What follows belongs to an exercise in optimizing a design on an open flow for small area, a short achievable clock period and few clock cycles; a production flow would make more cautious choices.
In this exercise RTL edits were held to simulation tests only and were not proved equivalent to the original.
No activity file was given, so power comes from the tool's default toggle rates.

[flow/config.mk]
export PLATFORM = sky130hd
export DESIGN_NAME = phase_accumulator_oscillator
export DESIGN_NICKNAME = phase_accumulator_oscillator
export VERILOG_FILES = /design/flow/design.v
export SDC_FILE = /design/flow/constraint.sdc
export NUM_CORES = 4
export LEC_CHECK = 0
export CAP_MARGIN = 20
export CORE_MARGIN = 2
export CORE_UTILIZATION = 40
export PLACE_DENSITY = 0.6
export SLEW_MARGIN = 20
[flow/run.sh]
#!/bin/bash
# synth_recipe.tcl (not shown) runs the flow's synth.tcl, then flattens the netlist and writes it again
# the make line also repeats each setting of config.mk as NAME=value (left out here)
make -C /OpenROAD-flow-scripts/flow DESIGN_CONFIG=/design/flow/config.mk WORK_HOME=/design/flow/orfs CLKGATE_MAP_FILE= SYNTH_SCRIPT=/design/flow/synth_recipe.tcl finish
[flow/design.v]
module phase_accumulator_oscillator #(
    parameter integer MAX_GRAINS = 4,
    parameter integer G          = 2,
    parameter integer L          = 16
) (
    input  wire                clk,
    input  wire                rst,
    input  wire                cmd_valid,
    output wire                cmd_ready,
    input  wire [47:0]         cmd,
    output wire                rsp_valid,
    output reg  [2:0]          rsp_status,
    output reg  [31:0]         rsp_data,
    output wire                tick_valid,
    output reg  [15:0]         sample_out,
    output reg  [15+$clog2(MAX_GRAINS*G):0] mix_out,
    output reg  [15:0]         fold_out,
    output reg                 trigger_out,
    output reg  [$clog2(MAX_GRAINS*G+1)-1:0] active_out
);
    localparam integer CAP  = MAX_GRAINS * G;
    localparam integer SIW  = (CAP > 1) ? $clog2(CAP) : 1;
    localparam integer CNTW = $clog2(CAP + 1);
    localparam integer MIXW = 16 + $clog2(CAP);
    localparam integer GW   = (G > 1) ? $clog2(G) : 1;
    localparam integer LW   = (L > 1) ? $clog2(L) : 1;
    localparam integer FW   = MIXW + 1;
    localparam integer NL   = 2;        
    localparam integer NP   = CAP / NL;      
    localparam [15:0] M = 16'd32767;
    localparam [2:0] ST_OK = 3'd0, ST_EOP = 3'd1, ST_ESTATE = 3'd2,
                     ST_EADDR = 3'd3, ST_EVALUE = 3'd4;
    localparam [7:0] OP_NOP = 8'h00, OP_TICK = 8'h01, OP_INIT = 8'h02,
                     OP_STOP = 8'h03, OP_WR = 8'h04, OP_RD = 8'h05,
                     OP_ALLOC = 8'h06;
    localparam [2:0] S_IDLE  = 3'd0,
                     S_RESP  = 3'd1,
                     S_TICK  = 3'd2,
                     S_ALLOC = 3'd3,
                     S_INIT  = 3'd4,
                     S_FDIV  = 3'd5;
    reg                 run;
    reg                 err_op, err_state, err_addr, err_value;
    reg  [31:0]         cfg_density;
    reg  [31:0]         cfg_life;
    reg  [14:0]         cfg_fb_gain;
    reg  [15:0]         cfg_mod_depth;
    reg  [31:0]         cfg_fold_rate;
    reg  [14:0]         cfg_fold_base;
    reg  [14:0]         cfg_fold_depth;
    reg  [31:0]         cfg_car_inc [0:G-1];
    reg  [31:0]         cfg_mod_inc [0:G-1];
    reg                 v_act  [0:CAP-1];
    reg  [31:0]         v_cph  [0:CAP-1];
    reg  [31:0]         v_mph  [0:CAP-1];
    reg  [31:0]         v_cinc [0:CAP-1];
    reg  [31:0]         v_minc [0:CAP-1];
    reg  [31:0]         v_tot  [0:CAP-1];    
    reg                 v_sm   [0:CAP-1];    
    reg  [7:0]          v_q    [0:CAP-1];    
    reg  [31:0]         v_r    [0:CAP-1];    
    reg  [31:0]         lfsr;
    reg  [31:0]         dust;
    reg  [GW-1:0]       gptr;
    reg  [31:0]         lfo;
    reg  [31:0]         lfo_nx;              
    reg                 fire_r;              
    reg                 cfg_sm;              
    reg  [8:0]          cfg_a;               
    reg  [9:0]          ab_rem;              
    reg  [3:0]          ab_cnt;
    reg  [15:0]         dbuf [0:L-1];        
    reg  [LW:0]         dfill;               
    reg  [LW-1:0]       cursor;
    reg  [2:0]          state;
    reg  [2:0]          tc;                  
    reg                 rsp_is_tick;
    reg                 al_en;               
    reg  [SIW-1:0]      al_idx;
    reg  [GW-1:0]       al_grp;
    reg  [15:0]         hi;
    reg  signed [16:0]  fb_shr;
    reg                 b_v    [0:NL-1];
    reg  [7:0]          b_ca   [0:NL-1];
    reg  [7:0]          b_q    [0:NL-1];
    reg  [31:0]         dv_rem;
    reg  [31:0]         dv_sh;               
    reg  [5:0]          dv_cnt;              
    reg  [FW-1:0]       fd_rem;
    reg  [FW-1:0]       fd_sh;
    reg  [4:0]          fd_cnt;
    reg                 fd_done;
    assign rsp_valid  = (state == S_RESP);
    assign tick_valid = rsp_valid & rsp_is_tick;
    wire [7:0]  c_op   = cmd[47:40];
    wire [7:0]  c_addr = cmd[39:32];
    wire [31:0] c_data = cmd[31:0];
    wire        accept = cmd_valid && cmd_ready;
    wire [31:0] x1 = lfsr ^ (lfsr << 13);
    wire [31:0] x2 = x1 ^ (x1 >> 17);
    wire [31:0] lfsr_n = x2 ^ (x2 << 5);
    function [31:0] xs;
        input [31:0] v;
        reg   [31:0] a, b;
        begin
            a  = v ^ (v << 13);
            b  = a ^ (a >> 17);
            xs = b ^ (b << 5);
        end
    endfunction
    wire        dv_nar = (cfg_density[31:8] == 24'd0);
    reg  [31:0] dv_rem_n;
    reg  [8:0]  dn_t;
    reg  [9:0]  dn_d;
    reg  [7:0]  dn_r;
    reg  [32:0] dw_t;
    reg  [33:0] dw_d;
    integer     dj;
    always @(*) begin
        dn_r = dv_rem[7:0];
        for (dj = 0; dj < 4; dj = dj + 1) begin
            dn_t = {dn_r, dv_sh[31 - dj]};
            dn_d = {1'b0, dn_t} - {2'b00, cfg_density[7:0]};
            dn_r = dn_d[9] ? dn_t[7:0] : dn_d[7:0];
        end
        dw_t = {dv_rem, dv_sh[31]};
        dw_d = {1'b0, dw_t} - {2'b00, cfg_density};
        dv_rem_n = dv_nar ? {24'd0, dn_r} : (dw_d[33] ? dw_t[31:0] : dw_d[31:0]);
    end
    wire        dv_done  = dv_cnt[5];
    wire        dv_avail = dv_done || (dv_nar ? (dv_cnt == 6'd28) : (dv_cnt == 6'd31));
    wire [31:0] dv_m     = dv_done ? dv_rem : dv_rem_n;
    wire        fire     = fire_r;
    wire        dust_wait = run && fire && !dv_avail;
    assign cmd_ready  = (state == S_IDLE) && !dust_wait && (ab_cnt == 4'd0);
    wire [9:0]  ab_t = {ab_rem[8:0], (ab_cnt == 4'd9)};
    wire [10:0] ab_d = {1'b0, ab_t} - {2'b00, cfg_life[8:0]};
    wire [31:0] cfg_totp = cfg_sm ? {5'd0, ab_rem[8:0], cfg_a, cfg_life[8:0]} : cfg_life;
    reg             free_found;
    reg [SIW-1:0]   free_idx;
    integer         fi;
    always @(*) begin
        free_found = 1'b0;
        free_idx   = {SIW{1'b0}};
        for (fi = CAP - 1; fi >= 0; fi = fi - 1) begin
            if (!v_act[fi]) begin
                free_found = 1'b1;
                free_idx   = fi[SIW-1:0];
            end
        end
    end
    reg [CNTW-1:0] act_count;
    integer        ci;
    always @(*) begin
        act_count = {CNTW{1'b0}};
        for (ci = 0; ci < CAP; ci = ci + 1)
            act_count = act_count + {{(CNTW-1){1'b0}}, v_act[ci]};
    end
    wire        a_scalar_rw = (c_addr <= 8'h06);
    wire        a_ro        = (c_addr >= 8'h10) && (c_addr <= 8'h16);
    wire        a_car       = (c_addr[7:6] == 2'b01) && ({2'b00, c_addr[5:0]} < G);
    wire        a_mod       = (c_addr[7:6] == 2'b10) && ({2'b00, c_addr[5:0]} < G);
    wire        a_rw        = a_scalar_rw | a_car | a_mod;
    wire        a_mapped    = a_rw | a_ro;
    wire [GW-1:0] a_g       = c_addr[GW-1:0];
    reg [31:0] rd_val;
    always @(*) begin
        rd_val = 32'd0;
        if (a_car)      rd_val = cfg_car_inc[a_g];
        else if (a_mod) rd_val = cfg_mod_inc[a_g];
        else begin
            case (c_addr)
                8'h00: rd_val = cfg_density;
                8'h01: rd_val = cfg_life;
                8'h02: rd_val = {17'd0, cfg_fb_gain};
                8'h03: rd_val = {16'd0, cfg_mod_depth};
                8'h04: rd_val = cfg_fold_rate;
                8'h05: rd_val = {17'd0, cfg_fold_base};
                8'h06: rd_val = {17'd0, cfg_fold_depth};
                8'h10: rd_val = {27'd0, err_value, err_addr, err_state, err_op, run};
                8'h11: rd_val = {{(32-CNTW){1'b0}}, act_count};
                8'h12: rd_val = lfsr;
                8'h13: rd_val = dust;
                8'h14: rd_val = {{(32-LW){1'b0}}, cursor};
                8'h15: rd_val = {{(32-GW){1'b0}}, gptr};
                8'h16: rd_val = lfo;
                default: rd_val = 32'd0;
            endcase
        end
    end
    reg wr_too_wide;
    always @(*) begin
        case (c_addr)
            8'h02, 8'h05, 8'h06: wr_too_wide = |c_data[31:15];
            8'h03:               wr_too_wide = |c_data[31:16];
            default:             wr_too_wide = 1'b0;
        endcase
    end
    wire op_bad = (c_op > OP_ALLOC) ||
                  (((c_op == OP_NOP) || (c_op == OP_TICK) || (c_op == OP_STOP)) &&
                   ((c_addr != 8'd0) || (c_data != 32'd0))) ||
                  ((c_op == OP_INIT) && (c_addr != 8'd0)) ||
                  (((c_op == OP_RD) || (c_op == OP_ALLOC)) && (c_data != 32'd0));
    wire go_tick  = accept && !op_bad && (c_op == OP_TICK) && run;
    wire [15:0] dbuf_out = dfill[LW] ? dbuf[0] : 16'd0;
    wire        idle      = (state == S_IDLE);
    wire        ring_step = go_tick ||
                            (((state == S_TICK) || (state == S_ALLOC)) && (tc < NP));
    wire        tick_mode = idle || (state == S_TICK);
    wire [2:0]  step      = idle ? 3'd0 : tc;
    wire        al_c_en  = idle ? (fire && free_found) : al_en;
    wire [SIW-1:0] al_c_idx = idle ? free_idx : al_idx;
    wire [GW-1:0]  al_c_grp = (idle || state == S_RESP) ? gptr : al_grp;
    wire [31:0] init_cinc_c = cfg_car_inc[al_c_grp];
    wire [31:0] init_minc_c = cfg_mod_inc[al_c_grp];
    wire        hi_mode   = (state == S_TICK) && (tc == NP);
    wire        fb_mode   = idle;
    reg         t_act  [0:NL-1];
    reg  [31:0] t_cph  [0:NL-1];
    reg  [31:0] t_mph  [0:NL-1];
    reg  [31:0] t_cinc [0:NL-1];
    reg  [31:0] t_minc [0:NL-1];
    reg  [31:0] t_tot  [0:NL-1];
    reg         t_sm   [0:NL-1];
    reg  [31:0] l_hmn  [0:NL-1];         
    reg  [15:0] l_w1   [0:NL-1];         
    reg  [15:0] xw;                      
    wire [31:0] l_sum1 [0:NL-1];
    reg  [7:0]  t_q    [0:NL-1];
    reg  [31:0] t_r    [0:NL-1];
    reg         a_v    [0:NL-1];
    reg  [7:0]  a_ca   [0:NL-1];
    reg  [7:0]  a_qo   [0:NL-1];
    wire [7:0]  wa_addr [0:NL-1];
    wire [15:0] wa_q    [0:NL-1];
    wire [7:0]  wb_addr [0:NL-1];
    wire [15:0] wb_q    [0:NL-1];
    wire [15:0] wn_q    [0:NL-1];
    reg  [31:0] l_mphn  [0:NL-1];
    reg  signed [31:0] l_proda [0:NL-1];
    reg  signed [31:0] l_prodb [0:NL-1];
    reg  signed [MIXW-1:0] l_vo [0:NL-1];
    genvar gl;
    generate
        for (gl = 0; gl < NL; gl = gl + 1) begin : lane
            wire        h_act  = v_act [gl*NP];
            wire [31:0] h_cph  = v_cph [gl*NP];
            wire [31:0] h_mph  = v_mph [gl*NP];
            wire [31:0] h_cinc = v_cinc[gl*NP];
            wire [31:0] h_minc = v_minc[gl*NP];
            wire [31:0] h_tot  = v_tot [gl*NP];
            wire        h_sm   = v_sm  [gl*NP];
            wire [7:0]  h_q    = v_q   [gl*NP];
            wire [31:0] h_r    = v_r   [gl*NP];
            wire [SIW-1:0] vid = gl * NP + step;
            wire        tgt_c  = al_c_en && (al_c_idx == vid);
            wire        i_act  = tgt_c | h_act;
            wire [31:0] i_cph  = tgt_c ? 32'd0 : h_cph;
            wire [31:0] i_mph  = tgt_c ? 32'd0 : h_mph;
            wire [31:0] i_cinc = tgt_c ? init_cinc_c : h_cinc;
            wire [31:0] i_minc = tgt_c ? init_minc_c : h_minc;
            wire [31:0] i_totp = tgt_c ? cfg_totp : h_tot;
            wire        i_sm   = tgt_c ? cfg_sm : h_sm;
            wire [31:0] i_tot  = i_sm ? {23'd0, i_totp[8:0]} : i_totp;
            wire [31:0] i_mphn = tgt_c ? init_minc_c : l_hmn[gl];
            wire [7:0]  i_q    = tgt_c ? 8'd0 : h_q;
            wire [31:0] i_r    = tgt_c ? 32'd0 : h_r;
            wire [31:0] mph_n  = i_mphn;
            assign l_sum1[gl]  = v_mph[gl*NP+1] + v_minc[gl*NP+1];
            assign wa_addr[gl] = l_sum1[gl][31:24];
            wave_rom u_wa (.addr(wa_addr[gl]), .data(wa_q[gl]));
            wire        use_xw = (gl == 0 && hi_mode) || tgt_c;
            wire [15:0] w1_eff = use_xw ? xw : l_w1[gl];
            wire [15:0] mul_k  = (gl == 0 && hi_mode) ? {1'b0, cfg_fold_depth} : cfg_mod_depth;
            wire signed [31:0] prod_a = $signed(w1_eff) * $signed({1'b0, mul_k});
            wire [31:0] cph_n  = i_cph + i_cinc + prod_a;
            wire [8:0]  env_a = i_sm ? i_totp[17:9]  : 9'd0;
            wire [8:0]  env_b = i_sm ? i_totp[26:18] : 9'd256;
            wire [32:0] e_s   = {1'b0, i_r} + {24'd0, env_b};
            wire [33:0] e_d   = {1'b0, e_s} - {2'b00, i_tot};
            wire        e_ge  = !e_d[33];
            wire [32:0] e_rn  = e_ge ? e_d[32:0] : e_s;
            wire [9:0]  e_qn  = {2'b00, i_q} + {1'b0, env_a} + {9'd0, e_ge};
            wire        upd   = tick_mode && i_act;
            always @(*) begin
                t_act[gl]  = i_act && !(upd && e_qn[8]);
                t_cph[gl]  = upd ? cph_n : i_cph;
                t_mph[gl]  = upd ? mph_n : i_mph;
                t_cinc[gl] = i_cinc;
                t_minc[gl] = i_minc;
                t_tot[gl]  = i_totp;
                t_sm[gl]   = i_sm;
                t_q[gl]    = upd ? e_qn[7:0] : i_q;
                t_r[gl]    = upd ? e_rn[31:0] : i_r;
                a_v[gl]    = upd;
                a_ca[gl]   = cph_n[31:24];
                a_qo[gl]   = i_q;
                l_mphn[gl] = mph_n;
                l_proda[gl] = prod_a;
            end
            assign wb_addr[gl] = b_ca[gl];
            wave_rom u_wb (.addr(wb_addr[gl]), .data(wb_q[gl]));
            win_rom  u_wn (.addr(b_q[gl]),     .data(wn_q[gl]));
            wire [15:0] mb_a = (gl == 1 && fb_mode) ? dbuf_out : wb_q[gl];
            wire [15:0] mb_b = (gl == 1 && fb_mode) ? {1'b0, cfg_fb_gain} : wn_q[gl];
            wire signed [31:0] prod_b = $signed(mb_a) * $signed({1'b0, mb_b[14:0]});
            always @(*) begin
                l_prodb[gl] = prod_b;
                l_vo[gl]    = b_v[gl] ? {{(MIXW-17){prod_b[31]}}, prod_b[31:15]} : {MIXW{1'b0}};
            end
        end
    endgenerate
    reg signed [MIXW-1:0] vo_sum;
    integer vs;
    always @(*) begin
        vo_sum = {MIXW{1'b0}};
        for (vs = 0; vs < NL; vs = vs + 1)
            vo_sum = vo_sum + l_vo[vs];
    end
    wire signed [31:0] hprod    = l_proda[0];
    wire signed [16:0] fdep_shr = hprod[31:15];
    wire signed [17:0] hi_raw   = $signed({3'd0, cfg_fold_base}) + fdep_shr;
    wire [15:0]        hi_clamp = (hi_raw < 18'sd1) ? 16'd1 :
                                   (hi_raw > 18'sd32767) ? M : hi_raw[15:0];
    wire signed [FW-1:0] fv   = $signed({mix_out[MIXW-1], mix_out}) + $signed({{(FW-16){1'b0}}, hi});
    wire                 fneg = fv[FW-1];
    wire [FW-1:0]        fmag = fneg ? ~fv : fv;              
    wire [FW:0]          h1   = {{(FW-15){1'b0}}, hi};
    wire [FW:0]          h2   = {h1[FW-1:0], 1'b0};
    wire [FW:0]          h4   = {h1[FW-2:0], 2'b00};
    wire [FW:0]          h8   = {h1[FW-3:0], 3'b000};
    wire [FW:0]          h16  = {h1[FW-4:0], 4'b0000};
    wire [FW:0]          h6   = h4 + h2;
    wire [FW:0]          h10  = h8 + h2;
    wire [FW:0]          h12  = h8 + h4;
    wire [FW:0]          h14  = h16 - h2;
    wire [FW:0]          fm0  = {1'b0, fmag};
    wire [FW:0]          fd1  = fm0 - h4;
    wire [FW:0]          fd2  = fm0 - h8;
    wire [FW:0]          fd3  = fm0 - h12;
    wire [FW:0]          fd4  = fm0 - h16;
    wire [FW:0]          fw0  = fm0 - h2;
    wire [FW:0]          fw1  = fm0 - h6;
    wire [FW:0]          fw2  = fm0 - h10;
    wire [FW:0]          fw3  = fm0 - h14;
    wire                 f_fast = fd4[FW];                    
    wire [FW:0]          fw_f = !fd1[FW] ? (!fd2[FW] ? (!fd3[FW] ? fw3 : fw2) : fw1) : fw0;
    wire [FW:0]          fw_s = {1'b0, fd_rem} - h2;
    wire [FW:0]          fw_u = fd_done ? fw_s : fw_f;
    wire [FW:0]          fw   = fneg ? ~fw_u : fw_u;
    wire                 fwn  = fw[FW];
    wire [FW:0]          fres = fwn ? (h1 + fw) : (h1 - fw);
    wire [FW:0]          fm1  = h4;
    wire [FW:0]          fd_t  = {fd_rem, fd_sh[FW-1]};
    wire [FW+1:0]        fd_df = {1'b0, fd_t} - {1'b0, fm1};
    wire [FW-1:0]        fd_rn = fd_df[FW+1] ? fd_t[FW-1:0] : fd_df[FW-1:0];
    wire signed [FW+1:0] d_hf  = $signed({{(FW-15){1'b0}}, hi}) + $signed(fb_shr);
    wire signed [FW+1:0] d_sum = fwn ? (d_hf + $signed({fw[FW], fw})) : (d_hf - $signed({fw[FW], fw}));
    wire [15:0]        d_wr     = (d_sum > 22'sd32767)  ? 16'h7FFF :
                                  (d_sum < -22'sd32768) ? 16'h8000 : d_sum[15:0];
    integer i, l, k;
    task reject(input [2:0] code);
        begin
            rsp_status  <= code;
            rsp_data    <= 32'd0;
            rsp_is_tick <= 1'b0;
            case (code)
                ST_EOP:    err_op    <= 1'b1;
                ST_ESTATE: err_state <= 1'b1;
                ST_EADDR:  err_addr  <= 1'b1;
                default:   err_value <= 1'b1;
            endcase
            state <= S_RESP;
        end
    endtask
    task respond(input [31:0] d);
        begin
            rsp_status  <= ST_OK;
            rsp_data    <= d;
            rsp_is_tick <= 1'b0;
            state       <= S_RESP;
        end
    endtask
    always @(posedge clk) begin
        if (rst) begin
            for (i = 0; i < CAP; i = i + 1)
                v_act[i] <= 1'b0;
        end else if (accept && !op_bad && ((c_op == OP_INIT && c_data != 32'd0 &&
                     cfg_density != 32'd0 && cfg_life != 32'd0) || c_op == OP_STOP)) begin
            for (i = 0; i < CAP; i = i + 1)
                v_act[i] <= 1'b0;
        end else if (ring_step) begin
            for (l = 0; l < NL; l = l + 1) begin
                for (k = 0; k < NP - 1; k = k + 1) begin
                    v_act [l*NP+k] <= v_act [l*NP+k+1];
                    v_cph [l*NP+k] <= v_cph [l*NP+k+1];
                    v_mph [l*NP+k] <= v_mph [l*NP+k+1];
                    v_cinc[l*NP+k] <= v_cinc[l*NP+k+1];
                    v_minc[l*NP+k] <= v_minc[l*NP+k+1];
                    v_tot [l*NP+k] <= v_tot [l*NP+k+1];
                    v_sm  [l*NP+k] <= v_sm  [l*NP+k+1];
                    v_q   [l*NP+k] <= v_q   [l*NP+k+1];
                    v_r   [l*NP+k] <= v_r   [l*NP+k+1];
                end
                v_act [l*NP+NP-1] <= t_act [l];
                v_cph [l*NP+NP-1] <= t_cph [l];
                v_mph [l*NP+NP-1] <= t_mph [l];
                v_cinc[l*NP+NP-1] <= t_cinc[l];
                v_minc[l*NP+NP-1] <= t_minc[l];
                v_tot [l*NP+NP-1] <= t_tot [l];
                v_sm  [l*NP+NP-1] <= t_sm  [l];
                v_q   [l*NP+NP-1] <= t_q   [l];
                v_r   [l*NP+NP-1] <= t_r   [l];
            end
        end
    end
    always @(posedge clk) begin
        if (ring_step)
            for (l = 0; l < NL; l = l + 1) begin
                l_hmn[l] <= l_sum1[l];
                l_w1[l]  <= wa_q[l];
            end
    end
    wire [7:0]  xw_addr = ((state == S_TICK) && (tc == NP - 1)) ? lfo_nx[31:24] : init_minc_c[31:24];
    wire [15:0] xw_q;
    wave_rom u_xw (.addr(xw_addr), .data(xw_q));
    always @(posedge clk)
        xw <= xw_q;
    always @(posedge clk)
        lfo_nx <= lfo + cfg_fold_rate;
    always @(posedge clk) begin
        for (l = 0; l < NL; l = l + 1) begin
            if (ring_step) begin
                b_v[l]  <= a_v[l];
                b_ca[l] <= a_ca[l];
                b_q[l]  <= a_qo[l];
            end else begin
                b_v[l]  <= 1'b0;
            end
        end
    end
    always @(posedge clk) begin
        if (rst) begin
            dv_cnt <= 6'd0;
            dv_rem <= 32'd0;
            dv_sh  <= 32'd0;
        end else if (accept && !op_bad && c_op == OP_INIT && c_data != 32'd0 &&
                     cfg_density != 32'd0 && cfg_life != 32'd0) begin
            dv_cnt <= 6'd0;
            dv_rem <= 32'd0;
            dv_sh  <= c_data;
        end else if (go_tick) begin
            dv_cnt <= 6'd0;
            dv_rem <= 32'd0;
            dv_sh  <= xs(lfsr_n);
        end else if ((state == S_INIT && dv_avail) ||
                     (accept && !op_bad && c_op == OP_WR && c_addr == 8'h00) ||
                     (accept && !op_bad && c_op == OP_STOP)) begin
            dv_cnt <= 6'd0;
            dv_rem <= 32'd0;
            dv_sh  <= lfsr_n;
        end else if (!dv_done) begin
            dv_cnt <= dv_cnt + (dv_nar ? 6'd4 : 6'd1);
            dv_rem <= dv_rem_n;
            dv_sh  <= dv_nar ? {dv_sh[27:0], 4'd0} : {dv_sh[30:0], 1'b0};
        end
    end
    always @(posedge clk) begin
        if (state == S_TICK && tc == NP + 1 && (f_fast || fd_done)) begin
            for (i = 0; i < L - 1; i = i + 1)
                dbuf[i] <= dbuf[i+1];
            dbuf[L-1] <= d_wr;
        end
    end
    always @(posedge clk) begin
        if (rst) begin
            state          <= S_IDLE;
            tc             <= 3'd0;
            run            <= 1'b0;
            err_op         <= 1'b0;
            err_state      <= 1'b0;
            err_addr       <= 1'b0;
            err_value      <= 1'b0;
            cfg_density    <= 32'd0;
            cfg_life       <= 32'd0;
            cfg_sm         <= 1'b1;
            ab_cnt         <= 4'd0;
            ab_rem         <= 10'd0;
            cfg_fb_gain    <= 15'd0;
            cfg_mod_depth  <= 16'd0;
            cfg_fold_rate  <= 32'd0;
            cfg_fold_base  <= 15'd0;
            cfg_fold_depth <= 15'd0;
            for (i = 0; i < G; i = i + 1) begin
                cfg_car_inc[i] <= 32'd0;
                cfg_mod_inc[i] <= 32'd0;
            end
            lfsr   <= 32'd1;
            dust   <= 32'd0;
            fire_r <= 1'b1;
            gptr   <= {GW{1'b0}};
            lfo    <= 32'd0;
            cursor <= {LW{1'b0}};
            dfill  <= {(LW+1){1'b0}};
            fd_done <= 1'b0;
        end else begin
            if (ab_cnt != 4'd0) begin
                ab_cnt <= ab_cnt - 4'd1;
                ab_rem <= ab_d[10] ? ab_t : ab_d[9:0];
                cfg_a  <= {cfg_a[7:0], !ab_d[10]};
            end
            case (state)
            S_IDLE: begin
                if (accept) begin
                    if (op_bad) begin
                        reject(ST_EOP);
                    end else begin
                        case (c_op)
                        OP_NOP: respond(32'd0);
                        OP_TICK: begin
                            if (!run) reject(ST_ESTATE);
                            else begin
                                lfsr        <= lfsr_n;
                                trigger_out <= fire;
                                active_out  <= act_count + {{(CNTW-1){1'b0}}, fire & free_found};
                                sample_out  <= dbuf_out;
                                mix_out     <= {MIXW{1'b0}};
                                fb_shr      <= l_prodb[1][31:15];
                                al_en       <= fire & free_found;
                                al_idx      <= free_idx;
                                al_grp      <= gptr;
                                if (fire) begin
                                    gptr   <= (gptr == G - 1) ? {GW{1'b0}} : gptr + 1'b1;
                                    dust   <= dv_m;
                                    fire_r <= (dv_m <= 32'd1);
                                end else begin
                                    dust   <= dust - 32'd1;
                                    fire_r <= (dust == 32'd2);
                                end
                                tc    <= 3'd1;
                                state <= S_TICK;
                            end
                        end
                        OP_INIT: begin
                            if ((c_data == 32'd0) || (cfg_density == 32'd0) || (cfg_life == 32'd0))
                                reject(ST_EVALUE);
                            else begin
                                lfsr   <= c_data;
                                dust   <= 32'd0;
                                fire_r <= 1'b1;
                                gptr   <= {GW{1'b0}};
                                lfo    <= 32'd0;
                                cursor <= {LW{1'b0}};
                                dfill  <= {(LW+1){1'b0}};
                                state  <= S_INIT;
                            end
                        end
                        OP_STOP: begin
                            lfsr   <= 32'd1;
                            dust   <= 32'd0;
                            fire_r <= 1'b1;
                            gptr   <= {GW{1'b0}};
                            lfo    <= 32'd0;
                            cursor <= {LW{1'b0}};
                            dfill  <= {(LW+1){1'b0}};
                            run    <= 1'b0;
                            respond(32'd0);
                        end
                        OP_WR: begin
                            if (!a_rw) reject(ST_EADDR);
                            else if (wr_too_wide) reject(ST_EVALUE);
                            else if (run && (c_addr <= 8'h01) && (c_data == 32'd0)) reject(ST_EVALUE);
                            else begin
                                if (a_car)      cfg_car_inc[a_g] <= c_data;
                                else if (a_mod) cfg_mod_inc[a_g] <= c_data;
                                else begin
                                    case (c_addr)
                                        8'h00: cfg_density    <= c_data;
                                        8'h01: begin
                                            cfg_life <= c_data;
                                            cfg_sm   <= (c_data <= 32'd256);
                                            ab_cnt   <= 4'd9;
                                            ab_rem   <= 10'd0;
                                        end
                                        8'h02: cfg_fb_gain    <= c_data[14:0];
                                        8'h03: cfg_mod_depth  <= c_data[15:0];
                                        8'h04: cfg_fold_rate  <= c_data;
                                        8'h05: cfg_fold_base  <= c_data[14:0];
                                        default: cfg_fold_depth <= c_data[14:0];
                                    endcase
                                end
                                respond(32'd0);
                            end
                        end
                        OP_RD: begin
                            if (!a_mapped) reject(ST_EADDR);
                            else respond(rd_val);
                        end
                        default: begin  
                            if (!run) reject(ST_ESTATE);
                            else if ({24'd0, c_addr} >= G) reject(ST_EADDR);
                            else if (!free_found) respond(32'hFFFF_FFFF);
                            else begin
                                al_en  <= 1'b1;
                                al_idx <= free_idx;
                                al_grp <= a_g;
                                tc     <= 3'd0;
                                state  <= S_ALLOC;
                            end
                        end
                        endcase
                    end
                end
            end
            S_ALLOC: begin
                tc <= tc + 3'd1;
                if (tc == NP - 1)
                    respond({{(32-SIW){1'b0}}, al_idx});
            end
            S_INIT: begin
                if (dv_avail) begin
                    dust   <= dv_m;
                    fire_r <= (dv_m <= 32'd1);
                    run    <= 1'b1;
                    respond(32'd0);
                end
            end
            S_TICK: begin
                tc <= tc + 3'd1;
                if (tc <= NP)
                    mix_out <= mix_out + vo_sum;
                if (tc == NP) begin
                    lfo <= lfo_nx;
                    hi  <= hi_clamp;
                end
                if (tc == NP + 1) begin
                    if (f_fast || fd_done) begin
                        fold_out    <= fres[15:0];
                        fd_done     <= 1'b0;
                        cursor      <= (cursor == L - 1) ? {LW{1'b0}} : cursor + 1'b1;
                        if (!dfill[LW]) dfill <= dfill + 1'b1;
                        rsp_status  <= ST_OK;
                        rsp_data    <= {{16{sample_out[15]}}, sample_out};
                        rsp_is_tick <= 1'b1;
                        state       <= S_RESP;
                    end else begin
                        fd_rem <= {FW{1'b0}};
                        fd_sh  <= fmag;
                        fd_cnt <= FW[4:0];
                        tc     <= tc;
                        state  <= S_FDIV;
                    end
                end
            end
            S_FDIV: begin
                fd_rem <= fd_rn;
                fd_sh  <= {fd_sh[FW-2:0], 1'b0};
                fd_cnt <= fd_cnt - 5'd1;
                if (fd_cnt == 5'd1) begin
                    fd_done <= 1'b1;
                    state   <= S_TICK;
                end
            end
            S_RESP: begin
                state <= S_IDLE;
            end
            default: state <= S_IDLE;
            endcase
        end
    end
endmodule
module wave_rom (
    input  wire [7:0]  addr,
    output wire [15:0] data
);
    wire [6:0] a7 = addr[6] ? (7'd64 - {1'b0, addr[5:0]}) : {1'b0, addr[5:0]};
    reg  [14:0] qm;
    always @(*) begin
        case (a7)
            7'd0: qm = 15'h0000;
            7'd1: qm = 15'h0324;
            7'd2: qm = 15'h0648;
            7'd3: qm = 15'h096a;
            7'd4: qm = 15'h0c8c;
            7'd5: qm = 15'h0fab;
            7'd6: qm = 15'h12c8;
            7'd7: qm = 15'h15e2;
            7'd8: qm = 15'h18f9;
            7'd9: qm = 15'h1c0b;
            7'd10: qm = 15'h1f1a;
            7'd11: qm = 15'h2223;
            7'd12: qm = 15'h2528;
            7'd13: qm = 15'h2826;
            7'd14: qm = 15'h2b1f;
            7'd15: qm = 15'h2e11;
            7'd16: qm = 15'h30fb;
            7'd17: qm = 15'h33df;
            7'd18: qm = 15'h36ba;
            7'd19: qm = 15'h398c;
            7'd20: qm = 15'h3c56;
            7'd21: qm = 15'h3f17;
            7'd22: qm = 15'h41ce;
            7'd23: qm = 15'h447a;
            7'd24: qm = 15'h471c;
            7'd25: qm = 15'h49b4;
            7'd26: qm = 15'h4c3f;
            7'd27: qm = 15'h4ebf;
            7'd28: qm = 15'h5133;
            7'd29: qm = 15'h539b;
            7'd30: qm = 15'h55f5;
            7'd31: qm = 15'h5842;
            7'd32: qm = 15'h5a82;
            7'd33: qm = 15'h5cb3;
            7'd34: qm = 15'h5ed7;
            7'd35: qm = 15'h60eb;
            7'd36: qm = 15'h62f1;
            7'd37: qm = 15'h64e8;
            7'd38: qm = 15'h66cf;
            7'd39: qm = 15'h68a6;
            7'd40: qm = 15'h6a6d;
            7'd41: qm = 15'h6c23;
            7'd42: qm = 15'h6dc9;
            7'd43: qm = 15'h6f5e;
            7'd44: qm = 15'h70e2;
            7'd45: qm = 15'h7254;
            7'd46: qm = 15'h73b5;
            7'd47: qm = 15'h7504;
            7'd48: qm = 15'h7641;
            7'd49: qm = 15'h776b;
            7'd50: qm = 15'h7884;
            7'd51: qm = 15'h7989;
            7'd52: qm = 15'h7a7c;
            7'd53: qm = 15'h7b5c;
            7'd54: qm = 15'h7c29;
            7'd55: qm = 15'h7ce3;
            7'd56: qm = 15'h7d89;
            7'd57: qm = 15'h7e1d;
            7'd58: qm = 15'h7e9c;
            7'd59: qm = 15'h7f09;
            7'd60: qm = 15'h7f61;
            7'd61: qm = 15'h7fa6;
            7'd62: qm = 15'h7fd8;
            7'd63: qm = 15'h7ff5;
            7'd64: qm = 15'h7fff;
            default: qm = 15'h0000;
        endcase
    end
    assign data = addr[7] ? (16'd0 - {1'b0, qm}) : {1'b0, qm};
endmodule
module win_rom (
    input  wire [7:0]  addr,
    output wire [15:0] data
);
    wire [7:0] a8 = addr[7] ? (8'd0 - addr) : addr;    
    reg  [14:0] hm;
    always @(*) begin
        case (a8)
            8'd0: hm = 15'h0000;
            8'd1: hm = 15'h0005;
            8'd2: hm = 15'h0014;
            8'd3: hm = 15'h002c;
            8'd4: hm = 15'h004f;
            8'd5: hm = 15'h007b;
            8'd6: hm = 15'h00b1;
            8'd7: hm = 15'h00f1;
            8'd8: hm = 15'h013b;
            8'd9: hm = 15'h018e;
            8'd10: hm = 15'h01eb;
            8'd11: hm = 15'h0251;
            8'd12: hm = 15'h02c1;
            8'd13: hm = 15'h033b;
            8'd14: hm = 15'h03be;
            8'd15: hm = 15'h044a;
            8'd16: hm = 15'h04df;
            8'd17: hm = 15'h057e;
            8'd18: hm = 15'h0625;
            8'd19: hm = 15'h06d5;
            8'd20: hm = 15'h078f;
            8'd21: hm = 15'h0850;
            8'd22: hm = 15'h091b;
            8'd23: hm = 15'h09ee;
            8'd24: hm = 15'h0ac9;
            8'd25: hm = 15'h0bad;
            8'd26: hm = 15'h0c98;
            8'd27: hm = 15'h0d8c;
            8'd28: hm = 15'h0e87;
            8'd29: hm = 15'h0f8a;
            8'd30: hm = 15'h1094;
            8'd31: hm = 15'h11a6;
            8'd32: hm = 15'h12bf;
            8'd33: hm = 15'h13de;
            8'd34: hm = 15'h1505;
            8'd35: hm = 15'h1632;
            8'd36: hm = 15'h1766;
            8'd37: hm = 15'h18a0;
            8'd38: hm = 15'h19e0;
            8'd39: hm = 15'h1b26;
            8'd40: hm = 15'h1c71;
            8'd41: hm = 15'h1dc2;
            8'd42: hm = 15'h1f19;
            8'd43: hm = 15'h2074;
            8'd44: hm = 15'h21d4;
            8'd45: hm = 15'h2339;
            8'd46: hm = 15'h24a3;
            8'd47: hm = 15'h2610;
            8'd48: hm = 15'h2782;
            8'd49: hm = 15'h28f7;
            8'd50: hm = 15'h2a70;
            8'd51: hm = 15'h2bec;
            8'd52: hm = 15'h2d6c;
            8'd53: hm = 15'h2eee;
            8'd54: hm = 15'h3073;
            8'd55: hm = 15'h31fa;
            8'd56: hm = 15'h3383;
            8'd57: hm = 15'h350f;
            8'd58: hm = 15'h369c;
            8'd59: hm = 15'h382a;
            8'd60: hm = 15'h39ba;
            8'd61: hm = 15'h3b4a;
            8'd62: hm = 15'h3cdc;
            8'd63: hm = 15'h3e6d;
            8'd64: hm = 15'h4000;
            8'd65: hm = 15'h4192;
            8'd66: hm = 15'h4323;
            8'd67: hm = 15'h44b5;
            8'd68: hm = 15'h4645;
            8'd69: hm = 15'h47d5;
            8'd70: hm = 15'h4963;
            8'd71: hm = 15'h4af0;
            8'd72: hm = 15'h4c7c;
            8'd73: hm = 15'h4e05;
            8'd74: hm = 15'h4f8c;
            8'd75: hm = 15'h5111;
            8'd76: hm = 15'h5293;
            8'd77: hm = 15'h5413;
            8'd78: hm = 15'h558f;
            8'd79: hm = 15'h5708;
            8'd80: hm = 15'h587d;
            8'd81: hm = 15'h59ef;
            8'd82: hm = 15'h5b5c;
            8'd83: hm = 15'h5cc6;
            8'd84: hm = 15'h5e2b;
            8'd85: hm = 15'h5f8b;
            8'd86: hm = 15'h60e6;
            8'd87: hm = 15'h623d;
            8'd88: hm = 15'h638e;
            8'd89: hm = 15'h64d9;
            8'd90: hm = 15'h661f;
            8'd91: hm = 15'h675f;
            8'd92: hm = 15'h6899;
            8'd93: hm = 15'h69cd;
            8'd94: hm = 15'h6afa;
            8'd95: hm = 15'h6c21;
            8'd96: hm = 15'h6d40;
            8'd97: hm = 15'h6e59;
            8'd98: hm = 15'h6f6b;
            8'd99: hm = 15'h7075;
            8'd100: hm = 15'h7178;
            8'd101: hm = 15'h7273;
            8'd102: hm = 15'h7367;
            8'd103: hm = 15'h7452;
            8'd104: hm = 15'h7536;
            8'd105: hm = 15'h7611;
            8'd106: hm = 15'h76e4;
            8'd107: hm = 15'h77af;
            8'd108: hm = 15'h7870;
            8'd109: hm = 15'h792a;
            8'd110: hm = 15'h79da;
            8'd111: hm = 15'h7a81;
            8'd112: hm = 15'h7b20;
            8'd113: hm = 15'h7bb5;
            8'd114: hm = 15'h7c41;
            8'd115: hm = 15'h7cc4;
            8'd116: hm = 15'h7d3e;
            8'd117: hm = 15'h7dae;
            8'd118: hm = 15'h7e14;
            8'd119: hm = 15'h7e71;
            8'd120: hm = 15'h7ec4;
            8'd121: hm = 15'h7f0e;
            8'd122: hm = 15'h7f4e;
            8'd123: hm = 15'h7f84;
            8'd124: hm = 15'h7fb0;
            8'd125: hm = 15'h7fd3;
            8'd126: hm = 15'h7feb;
            8'd127: hm = 15'h7ffa;
            8'd128: hm = 15'h7fff;
            default: hm = 15'h0000;
        endcase
    end
    assign data = {1'b0, hm};
endmodule
[flow/constraint.sdc]
create_clock -name core_clock -period 13.0 [get_ports {clk}]
set_input_delay 2.6000 -clock core_clock [delete_from_list [all_inputs] [get_ports {clk}]]
set_output_delay 2.6000 -clock core_clock [all_outputs]
set_load 0.01 [all_outputs]
==> results of run 1 <==
[cells in the mapped netlist, types with 79 or more instances]
cell type	n
edfxtp_1	2304
nand2_1	2263
inv_1	1734
nor2_1	1249
ha_1	1080
fa_1	1072
a21oi_1	1067
o21ai_0	812
clkbuf_1	786
xnor2_1	598
dfxtp_1	418
and2_1	393
nand3_1	354
nor3_1	342
mux2i_1	308
xor2_1	242
a21o_1	230
nor2b_1	195
a31oi_1	174
a211oi_1	172
nand2b_1	146
o211ai_1	138
o21a_1	136
and3_1	124
o22ai_1	117
a22oi_1	94
mux2_2	92
a221oi_1	90
nand4_1	80
buf_1	79
[layout by cell type, fill, tap and decap left out, types with 56 or more instances in the layout]
master / count
edfxtp_1: 2304
nand2_1: 2258
inv_1: 1731
nor2_1: 1223
ha_1: 1075
fa_1: 1071
a21oi_1: 1050
buf_4: 844
o21ai_0: 794
xnor2_1: 578
dfxtp_1: 416
and2_1: 390
nand3_1: 351
nor3_1: 331
clkbuf_16: 313
mux2i_1: 293
xor2_1: 235
a21o_1: 230
nor2b_1: 193
a31oi_1: 167
a211oi_1: 167
nand2b_1: 146
clkdlybuf4s50_1: 142
o211ai_1: 138
o21a_1: 135
and3_1: 123
o22ai_1: 114
a22oi_1: 94
mux2_2: 92
a221oi_1: 87
nand4_1: 80
or3_1: 78
o21bai_1: 77
or2_2: 66
o31ai_1: 65
o221ai_1: 57
nor4_1: 56
[flip-flops by register name, indices dropped and copies added, names as in the netlist, 64 cells and up]
name,cells
cfg_mod_inc,64
l_hmn,64
cfg_car_inc,64
v_cph,256
v_tot,256
dbuf,256
v_minc,256
v_cinc,256
v_mph,256
v_r,256
v_q,64
[worst max-delay path, delay by kind of cell (launching register included)]
| kind | cells | cell delay (ns) |
|---|---|---|
| simple gates | 10 | 1.53 |
| xor+xnor | 2 | 0.30 |
| fa+ha+maj | 10 | 4.15 |
| flops | 1 | 0.41 |
| buf+inv | 11 | 1.28 |
| compound gates | 23 | 4.43 |
[stage by stage]
stage | worst slack [ns] | utilization (%)
finish | 0.5809 | 45.52
global route | -0.2359 | 45.51
CTS | 0.01778 | 45.39
detailed placement | -0.1389 | 43.17
global placement | -0.1684 | 43.16
floorplan | -16.23 | -
[worst max-delay path by stage]
stage,start,endpoint,depth (start not counted)
after floorplan,cmd[33],v_cinc[0][0],13
after global placement,b_ca[1][0],mix_out[17],61
after detailed placement,b_ca[1][0],mix_out[17],61
after CTS,b_ca[1][0],mix_out[18],61
after global routing,b_ca[1][1],mix_out[17],63
final,b_ca[1][1],mix_out[17],56
[logic make-up after synthesis]
logic type	count (synthesis)
flops	2722
other cells	1
mux	411
compound gates	3818
fa+ha+maj	2152
xor+xnor	841
buf+inv	2648
simple gates	5489
[metal layers]
metal | GRT usage (%) | wire [um]
met1 | 35.10 | 258500
met2 | 38.73 | 263100
met5 | 0 | 299
met4 | 10.04 | 27110
met3 | 5.401 | 51610
[what timing repair did]
item | in CTS | in global routing
resized for setup | 10 | 94
setup endpoints to repair | 3 | 24
setup buffers | 3 | 8
pin swaps | 3 | 26
[area by class of cell]
type	count	share of cell area, %
multi-input combinational	12710	46.77
sequential	2722	37.28
timing repair buffer	1034	4.180
clock buffer	379	3.940
tap	6125	3.684
inverter	1752	3.167
clock inverter	182	0.9178
antenna	50	0.06014
[power breakdown]
part | switching [mW] | leakage, nW | internal (mW)
combinational | 5.96 | 53.2 | 3.45
sequential | 0.0793 | 24.3 | 9.70
clock | 3.79 | 4.92 | 5.04
==> results.py, run 1 <==
metrics = {
    "critical_path": {
        "end_kind": "flop",
        "max_stage_delay_ns": 0.54,
        "criticalPathCategory": "reg -> reg",
        "crit_fanout": 15,
        "required_ns": 13.66,
        "r2r-start": "b_ca[1][1]",
        "worstSetupStartpointType": "flop",
        "critPathArrivalTime_ns": 13.08,
        "cpMostUsedCell": "fa_1",
        "crit_slowest_cell": "fa_1",
        "crit-reg2reg-capture": "mix_out[17]",
        "r2r_slack_ns": 0.58,
        "rr_worst_depth": 56,
    },
    "sta": {
        "slew_viol_final": 0,
        "rsz0062_at_grt": "yes",
        "finalCritPeriodShare_pct": 95.53,
        "worst_pin_slew_ns": 1.261,
        "skew_ns": 0.1248,
        "setup_violations": 0,
        "min_period_ns": 12.42,
        "fin_hold_ws_ns": 0.3788,
        "slew_headroom_pct": 15.08,
        "timing.setup.tns_ns": 0,
        "fmax_mhz": 80.52,
        "finalHoldViolCount": 0,
    },
    "synth": {
        "ys_types": 111,
        "ys_seq_area_share_pct": 42.18,
        "synth-edff-count": 2304,
        "syn_area_mm2": 0.1838,
        "synthSimpleGateAreaFrac_pct": 13.61,
        "synth_top_family_by_area": "adder cells",
        "yosys_most_used_dff": "edfxtp_1",
        "synthMuxAreaShare_pct": 2.338,
        "ys_seq_elements": 2722,
        "ys_async_sr_fraction_pct": 0,
        "synth_adder_area_share_pct": 19.02,
        "synthXorXnorAreaFrac_pct": 4.011,
        "synth_area_leaders": "edfxtp_1 (38%), fa_1 (12%), ha_1 (7.4%)",
        "synth_warnings": 65,
        "synth_top_cell_area_share_pct": 37.63,
        "synthCells": 18080,
        "avgSynthCellArea_um2": 10.17,
        "synth.largest_area_cell": "edfxtp_1",
        "synth.net_count": 20290,
        "synth-compound-area-share_pct": 13.40,
    },
    "die": {
        "std_cell_rows": 248,
        "die_y_um": 681.9,
        "initial_core_util_pct": 40.22,
        "core_area_mm2": 0.4571,
        "pin_count": 145,
        "die_area_mm2": 0.4650,
        "fp.dieW_um": 681.9,
    },
    "worst_hold_path": {
        "whs_path_depth": 0,
        "min_from": "v_q[5][1]",
        "hold_path_class": "reg -> reg",
        "min_to": "v_q[4][1]",
    },
    "global_routing": {
        "grt_pass1_vias": 136700,
        "grt_antenna_before_repair": 76,
        "grt_max_degree": 158,
        "grt_use_total_pct": 25.35,
        "grt_pass1_wl_mm": 892.0,
        "grt-ovfl-total": 0,
    },
    "placed_design": {
        "gp_congestion": 0.9823,
        "dp.cells": 24330,
        "portBuffers": 144,
        "placed_cell_area_mm2": 0.1973,
        "dp_hpwl_mm": 448.5,
    },
    "cts": {
        "postCtsHoldBufs": 0,
        "cts_made_buffers": 308,
        "h-tree-depth": 5,
        "cts_max_path_buffers": 4,
        "cts-root-buf": "clkbuf_16",
        "clkTransAtPathRegs_ns": 0.07,
        "cts_tree": "done",
        "cts.sinks": 2722,
        "clock_latency_ns": 1.01,
    },
    "power": {
        "p_per_area_mw_per_mm2": 134.7,
        "power.leakage_nw": 82.42,
        "power_mw": 28.01,
        "vdd_drop_max_v": 0.0003914,
    },
    "job": {
        "max_cap_violations": 0,
    },
    "final_layout": {
        "stdcell_count": 24960,
        "seq_area_mm2": 0.07756,
        "n_fill_cell": 42940,
        "fin_nets": 20730,
        "drive_gt1_share_pct": 9.552,
        "multiInputGateArea_mm2": 0.09730,
        "design_area_mm2": 0.2080,
        "area_growth_syn_to_layout_pct": 13.16,
    },
    "drt": {
        "wl_mm": 600.6,
        "drt_iter0_markers": 14460,
        "drc": 0,
        "wl_per_cell_um": 24.07,
        "ant_nets": 0,
        "routed_via_density": 5.626,
        "vias": 140400,
        "dr.pass1.iters": 10,
    },
    "run_status": {
        "status": "complete, no violations",
    },
}
Testbench counts, summed over its fixed seeds: cycles 26,365.
==> run 2, diff against run 1 <==
--- a/flow/config.mk
+++ b/flow/config.mk
@@ -11,2 +11,3 @@
 export PLACE_DENSITY = 0.6
+export SETUP_SLACK_MARGIN = 2.0
 export SLEW_MARGIN = 20
==> results.py, run 2 <==
metrics = {
    "run_status": {
        "status": "complete, no violations",
    },
    "die": {
        "die_area_mm2": 0.4650,
        "core_area_mm2": 0.4571,
        "pin_count": 145,
        "fp.dieW_um": 681.9,
        "initial_core_util_pct": 40.22,
        "die_y_um": 681.9,
        "std_cell_rows": 248,
    },
    "cts": {
        "postCtsHoldBufs": 0,
        "h-tree-depth": 5,
        "cts_tree": "done",
        "clkTransAtPathRegs_ns": 0.07,
        "cts_max_path_buffers": 4,
        "clock_latency_ns": 1.02,
        "cts.sinks": 2722,
        "cts_made_buffers": 308,
        "cts-root-buf": "clkbuf_16",
    },
    "final_layout": {
        "design_area_mm2": 0.2109,
        "stdcell_count": 25090,
        "fin_nets": 20860,
        "multiInputGateArea_mm2": 0.09884,
        "layout_commonest_cell": "edfxtp_1",
        "n_fill_cell": 42680,
        "mostFrequentLayoutCells": "edfxtp_1 (2304), nand2_1 (2247), inv_1 (1709)",
        "area_growth_syn_to_layout_pct": 14.71,
        "drive_gt1_share_pct": 11.42,
        "seq_area_mm2": 0.07756,
    },
    "synth": {
        "synth_adder_area_share_pct": 19.02,
        "avgSynthCellArea_um2": 10.17,
        "synth-edff-count": 2304,
        "synth-compound-area-share_pct": 13.40,
        "syn_area_mm2": 0.1838,
        "synthSimpleGateAreaFrac_pct": 13.61,
        "synth_top_family_by_area": "adder cells",
        "synth_top_cell_area_share_pct": 37.63,
        "synthMuxAreaShare_pct": 2.338,
        "ys_async_sr_fraction_pct": 0,
        "synth.net_count": 20290,
        "yosys_most_used_dff": "edfxtp_1",
        "ys_seq_area_share_pct": 42.18,
        "synthCells": 18080,
        "ys_types": 111,
        "ys_seq_elements": 2722,
        "synth.largest_area_cell": "edfxtp_1",
        "synth_area_leaders": "edfxtp_1 (38%), fa_1 (12%), ha_1 (7.4%)",
        "synth_warnings": 65,
        "yosys-top-cells-count": "edfxtp_1 (2304), nand2_1 (2263), inv_1 (1734)",
        "yosysMostFrequentCell": "edfxtp_1",
        "synthXorXnorAreaFrac_pct": 4.011,
    },
    "critical_path": {
        "cpMostUsedCell": "buf_4",
        "end_kind": "flop",
        "critPathArrivalTime_ns": 12.77,
        "criticalPathCategory": "reg -> reg",
        "crit_fanout": 15,
        "worstSetupStartpointType": "flop",
        "required_ns": 13.66,
        "crit_slowest_cell": "edfxtp_1",
        "max_stage_delay_ns": 0.61,
    },
    "sta": {
        "worst_pin_slew_ns": 1.244,
        "rsz0062_at_grt": "yes",
        "min_period_ns": 12.11,
        "setup_violations": 0,
        "slew_headroom_pct": 16.82,
        "skew_ns": 0.1268,
        "timing.setup.tns_ns": 0,
        "finalHoldViolCount": 0,
        "finalCritPeriodShare_pct": 93.17,
        "fin_hold_ws_ns": 0.3811,
        "slew_viol_final": 0,
        "fmax_mhz": 82.56,
    },
    "global_routing": {
        "grt_antenna_before_repair": 79,
        "grt_pass1_wl_mm": 896.4,
        "grt_use_total_pct": 25.47,
        "grt_pass1_vias": 137500,
        "grt-ovfl-total": 0,
        "grt_max_degree": 158,
    },
    "placed_design": {
        "dp_hpwl_mm": 448.5,
        "gp_congestion": 0.9823,
        "dp.cells": 24330,
        "portBuffers": 144,
        "placed_cell_area_mm2": 0.1973,
    },
    "drt": {
        "wl_per_cell_um": 24.12,
        "routed_via_density": 5.623,
        "drt_iter0_markers": 14870,
        "dr.pass1.iters": 10,
        "drc": 0,
        "vias": 141100,
        "ant_nets": 0,
        "wl_mm": 605.3,
    },
    "power": {
        "vdd_drop_max_v": 0.0003657,
        "power.leakage_nw": 83.42,
        "p_per_area_mw_per_mm2": 136.4,
    },
    "job": {
        "max_cap_violations": 0,
    },
    "worst_hold_path": {
        "hold_path_class": "reg -> reg",
    },
}
## run 2: changes by cell type in the layout (fill, tap and decap cells not counted), moves of 19 or more
cell | previous run | this run
xnor2_1 | 578 | 559
inv_1 | 1731 | 1709
a21oi_2 | 19 | 45
o21ai_0 | 794 | 758
buf_6 | 1 | 37
o21ai_1 | 34 | 57
a21oi_1 | 1050 | 1011
buf_4 | 844 | 923
ha_1 | 1075 | 1052
## run 2: worst max-delay path: cells and delay by family, from the launching register on
family	cells	cell delay, ns
compound gates	24	4.39
fa+ha+maj	9	4.03
xor+xnor	3	0.77
flops	1	0.61
buf+inv	11	1.37
simple gates	6	0.64
## run 2: final cells by class
| type | instances | share of cell area, % |
|---|---|---|
| tap | 6125 | 3.634 |
| inverter | 1752 | 3.134 |
| multi-input combinational | 12710 | 46.87 |
| timing repair buffer | 1163 | 4.727 |
| clock buffer | 379 | 3.887 |
| sequential | 2722 | 36.78 |
| clock inverter | 182 | 0.9054 |
| antenna | 54 | 0.06408 |
## run 2: report_power, final
| part | leakage [nW] | switching [mW] | total (mW) | internal, mW |
|---|---|---|---|---|
| logic | 54.2 | 6.27 | 10.2 | 3.89 |
| clock network | 4.92 | 3.79 | 8.83 | 5.04 |
| registers | 24.3 | 0.0804 | 9.78 | 9.70 |
| total | 83.4 | 10.1 | 28.8 | 18.6 |
## run 2: repair_timing
item,in CTS,in global routing
buffers inserted,79,56
resized for setup,311,215
endpoints found under the setup margin,74,85
pin swaps,127,98
gates cloned,4,2
## run 2: layer usage
layer,share of wire (%),GRT usage (%),vias to the layer above
li1,-,-,64510
met1,43,35.19,69990
met2,44,38.99,5410
met3,8.6,5.447,1131
met4,4.6,10.12,44
met5,0.046,0,-
## run 2: final timing paths
path / startpoint / endpoint / slack (ns) / cells after the start
worst max-delay path: b_q[1][2] / mix_out[17] / 0.89 / 53
worst min-delay path: v_q[5][1] / v_q[4][1] / 0.38 / 0
worst max register to register: b_q[1][2] / mix_out[17] / 0.89 / 53
worst min register to register: v_q[5][1] / v_q[4][1] / 0.38 / 0
## run 2: through the flow
stage	util, %	power (mW)	setup slack [ns]
floorplan	-	16.24	-16.23
CTS	45.79	28.30	1.025
finish	46.14	28.77	0.8880
detailed placement	43.17	19.18	-0.1389
global placement	43.16	19.13	-0.1684
global route	46.13	30.16	0.2342
## run 2: kinds of logic after synthesis
group | count (synthesis)
DFF | 2722
and+or+nand+nor | 5489
adders and majority gates | 2152
muxes | 411
buffers and inverters | 2648
xor gates and xnor gates | 841
other | 1
AOI/OAI and AO/OA | 3818

-- port drivers added, routing unchanged --
Ports are ideal in the flow. The routed layouts listed here were re-timed in OpenROAD. Step 1 (the two cells are an assumption about what drives the block):
set clk [get_ports {clk}]
set_driving_cell -lib_cell sky130_fd_sc_hd__clkbuf_16 $clk
set_driving_cell -lib_cell sky130_fd_sc_hd__buf_2 [delete_from_list [all_inputs] $clk]
Step 2, shift: input delay + t, output delay - t, t = (earliest + latest rising clock arrival at the registers) / 2. This alone moves slack from input paths to output paths. Slacks: no drivers / after step 1 / after step 2; pairs: no drivers / after step 1.
run	t (ns)	slack for setup (ns)	worst register clock-pin slew, ns
run 1	1.063	0.581 / 0.581 / 0.581	0.07 / 0.07
run 2	1.068	0.888 / 0.888 / 0.888	0.07 / 0.07
After both steps setup and hold are still met in every run listed.
